This is an optimization exercise on Yosys and OpenROAD, whose aim is small area, a short achievable clock period and few clock cycles per item, not a production implementation. Where RTL was checked, it was by simulation tests only, not by an equivalence proof against the original. Power and IR drop assume default switching activity. No driver is modelled on the clock port, so clocking that relies on it looks cheaper here than on a real chip.

// rle_plane_enc
module rle_plane_enc (
    input  wire       clk,
    input  wire       rst,
    input  wire       in_valid,
    output reg        in_ready,
    input  wire [7:0] in_data,
    input  wire       in_last,
    output reg        out_valid,
    input  wire       out_ready,
    output reg  [7:0] out_data,
    output reg        out_last
);
    localparam integer N  = 128;    
    localparam integer PW = 7;      
    localparam integer M  = 8;      
    localparam [1:0] K_RUN = 2'd0, K_SOS = 2'd1, K_NEXT = 2'd2;
    reg [7:0] wd0, wd1, wd2, wd3, wd4;
    reg       wl0, wl1, wl2, wl3, wl4;
    reg       we0, we1, we2, we3, we4;
    reg [4:0] wv;                
    reg [7:0] lastb;             
    wire acc = in_valid && in_ready;
    wire in_eq = (in_data == lastb);
    reg [6:0] scnt;       
    reg       sc0, sc124, sc125, sc126, sc127;    
    reg       srun;       
    reg [6:0] lcnt;       
    reg       lc0, lc127, lge2;                   
    reg       lone;       
    reg       cont;       
    localparam integer FD = 4;
    reg [8:0] hq [0:FD-1];
    reg [1:0] hq_wp, hq_rp;
    reg [2:0] hq_n;
    reg       hq_full;
    wire hq_empty = (hq_n == 3'd0);
    localparam integer CD = 8;
    reg [1:0] cq [0:CD-1];       
    reg [2:0] cq_wp, cq_rp;
    reg [3:0] cq_n;
    reg       cq_full;
    wire cq_empty = (cq_n == 4'd0);
    reg [9:0] rq0, rq1;          
    reg [1:0]  rq_n;
  ...
Size in the first run: about 2200 cells after synthesis, about 1400 flip-flops, about 24 I/O pins.
clock: 10.0 ns
lec_check: 0
cap_margin: 20
core_margin: 2
core_utilization: 60
slew_margin: 20
standard.sh (not shown) runs the stock make flow with config.mk's settings and CLKGATE_MAP_FILE= SYNTH_SCRIPT=/design/flow/synth_recipe.tcl, a recipe that flattens the netlist after the stock synthesis.
==> flow/flow/run.sh <==
#!/bin/bash
# Standard ORFS layout (the standard.sh, standard synthesis unchanged),
# with timing repair aiming for 7 ns of setup slack at the 10 ns clock and
# clock tree synthesis with larger sink clusters and no dummy loads.
set -euo pipefail
bash standard.sh SETUP_SLACK_MARGIN=7 \
  "CTS_ARGS=-sink_clustering_enable -repair_clock_nets -dont_use_dummy_load -sink_clustering_size 30 -sink_clustering_max_diameter 120 -buf_list sky130_fd_sc_hd__clkbuf_16" \
  finish > flow.log 2>&1
Testbench counts at the start, summed over its fixed seeds: cycles 56,544, bytes 55,362.
==> next run, changes <==
--- a/flow/design.v
+++ b/flow/design.v
@@ -153,54 +153,60 @@
     end
     wire [5:0] wvx = {1'b0, wv};
     wire [4:0] ld;
     generate for (g = 0; g < 5; g = g + 1) begin : gld
         if (g == 0)
             assign ld[g] = acc && (adv ? (wvx[0] && !wvx[1]) : !wvx[0]);
         else
             assign ld[g] = acc && (adv ? (wvx[g] && !wvx[g+1]) : (wvx[g-1] && !wvx[g]));
     end endgenerate
     wire [4:0] wv_n = (adv ? {1'b0, wv[4:1]} : wv) | ld;
-    wire [1:0] rq_n_n = rq_n + {1'b0, rq_push} - {1'b0, write};
-    wire [2:0] hq_n_n = hq_n + {2'b0, adv && push} - {2'b0, hdr_go};
+    wire       rq_inc = rq_push && !write;
+    wire       rq_dec = write && !rq_push;
+    wire [1:0] rq_n_n = rq_inc ? rq_n + 2'd1 : rq_dec ? rq_n - 2'd1 : rq_n;
+    wire       hq_inc = adv && push && !hdr_go;
+    wire       hq_dec = hdr_go && !(adv && push);
+    wire [2:0] hq_n_n = hq_inc ? hq_n + 3'd1 : hq_dec ? hq_n - 3'd1 : hq_n;
     wire       cpop   = hdr_go || (take_out && !head_lit && rb);
-    wire [3:0] cq_n_n = cq_n + {3'b0, adv && cpush} - {3'b0, cpop};
+    wire       cq_inc = adv && cpush && !cpop;
+    wire       cq_dec = cpop && !(adv && cpush);
+    wire [3:0] cq_n_n = cq_inc ? cq_n + 4'd1 : cq_dec ? cq_n - 4'd1 : cq_n;
     wire out_room = !out_valid || out_ready;      
     wire oq_empty = (oq_n == 2'd0);
     wire o_load_q = out_room && !oq_empty;
     wire o_load_d = out_room && oq_empty && opush;
     wire oq_push  = opush && !o_load_d;
     wire [1:0] oq_n_n = oq_n + {1'b0, oq_push} - {1'b0, o_load_q};
     reg  [8:0] o_hold;           
-    wire [8:0] o_next = o_load_q ? oq[oq_rp] :
-                        o_load_d ? {olast, odat} : o_hold;
+    wire [8:0] o_new  = o_load_q ? oq[oq_rp] : {olast, odat};
+    wire [8:0] o_next = (o_load_q || o_load_d) ? o_new : o_hold;
     always @(posedge clk) begin
         if (ld[0]) begin wd0 <= in_data; wl0 <= in_last; we0 <= in_eq; end
         else if (adv) begin wd0 <= wd1; wl0 <= wl1; we0 <= we1; end
         if (ld[1]) begin wd1 <= in_data; wl1 <= in_last; we1 <= in_eq; end
         else if (adv) begin wd1 <= wd2; wl1 <= wl2; we1 <= we2; end
         if (ld[2]) begin wd2 <= in_data; wl2 <= in_last; we2 <= in_eq; end
         else if (adv) begin wd2 <= wd3; wl2 <= wl3; we2 <= we3; end
         if (ld[3]) begin wd3 <= in_data; wl3 <= in_last; we3 <= in_eq; end
         else if (adv) begin wd3 <= wd4; wl3 <= wl4; we3 <= we4; end
         if (ld[4]) begin wd4 <= in_data; wl4 <= in_last; we4 <= in_eq; end
         if (acc) lastb <= in_data;
         ring <= ring_n;
         if (write || rq_n == 2'd0)
             rq0 <= (rq_n == 2'd2) ? rq1 : rq_new;
         if (rq_push && (rq_n - {1'b0, write}) == 2'd1)
             rq1 <= rq_new;
         if (adv && push) hq[hq_wp] <= push_ent;
         if (adv && cpush) cq[cq_wp] <= c_new;
         if (oq_push) oq[oq_wp] <= {olast, odat};
         {out_last, out_data} <= o_next;
-        o_hold <= o_next;
+        if (o_load_q || o_load_d) o_hold <= o_new;
         if (rst) begin
             wv       <= 5'd0;
             in_ready <= 1'b0;
             scnt     <= 7'd0;
             sc0      <= 1'b1;
             sc124    <= 1'b0;
             sc125    <= 1'b0;
             sc126    <= 1'b0;
             sc127    <= 1'b0;
             srun     <= 1'b0;
@@ -269,28 +275,28 @@
                     lc127 <= 1'b0;
                     lge2  <= 1'b0;
                     cont  <= 1'b0;
                 end else if (wl0) begin
                     cont <= 1'b0;
                 end
             end
             if (adv && push) hq_wp <= hq_wp + 2'd1;
             if (hdr_go) hq_rp <= hq_rp + 2'd1;
             hq_n    <= hq_n_n;
-            hq_full <= (hq_n_n == FD);
+            hq_full <= hq_inc ? (hq_n == FD-1) : (hq_full && !hq_dec);
             rq_n    <= rq_n_n;
             if (adv && cpush) cq_wp <= cq_wp + 3'd1;
             if (cpop) cq_rp <= cq_rp + 3'd1;
             cq_n    <= cq_n_n;
-            cq_full <= (cq_n_n == CD);
+            cq_full <= cq_inc ? (cq_n == CD-1) : (cq_full && !cq_dec);
             if (take_out && !head_lit) rb <= !rb;
-            rq_room <= (rq_n_n != 2'd2);
+            rq_room <= rq_inc ? (rq_n == 2'd0) : (rq_room || rq_dec);
             ptr <= (ptr == N-1) ? {PW{1'b0}} : ptr + 1'b1;
             if (ptr == N-1) clr <= 1'b0;
             if (write && !wnear) begin
                 dy  <= {PW{1'b0}};
                 dyo <= {{(M-1){1'b0}}, 1'b1};
                 pey <= 1'b0;
             end else if (!write) begin
                 dy  <= pey ? {PW{1'b0}} : dy + 1'b1;
                 dyo <= {dyo[M-2:0], pey};
                 pey <= (dy == N-2);
Effect:
- The changed run completed without violations
- die area stays flat
- count of clock-buffer cells in the layout stays the same
- setup slack degrades by 0.084 ns
- core utilization goes down by 0.16 points
- total power goes up by 0.79%
- clock skew falls by 0.0062 ns
Function not checked in the second run of this note: the RTL went through the layout flow alone.

-- port drivers added, routing unchanged --
The flow's constraints put no driver on any port. The routed layouts listed below were extracted and timed again, unchanged, in two steps.
Step 1: set_driving_cell puts a clkbuf_16 on clk and a buf_2 on each other input, an assumption about the parent block.
Step 2 moves the port delays by t, midway between the first and last clock arrival at a register: inputs arrive t later, outputs are due t later. That takes back most of the time a late clock gives input paths.
Slacks: no drivers / after step 1 / after step 2; pairs: no drivers / after step 1.
run	t, ns	setup WS [ns]	hold slack, ns
the first run	0.658	6.879 / 6.820 / 6.345	0.316 / 0.316 / 0.316
the second run	0.676	6.795 / 6.745 / 6.233	0.312 / 0.312 / 0.312
After both steps setup and hold are still met in every run listed. For the second run, which loses most, drivers alone change the setup slack by -0.050 ns; drivers and shift together by -0.562 ns.
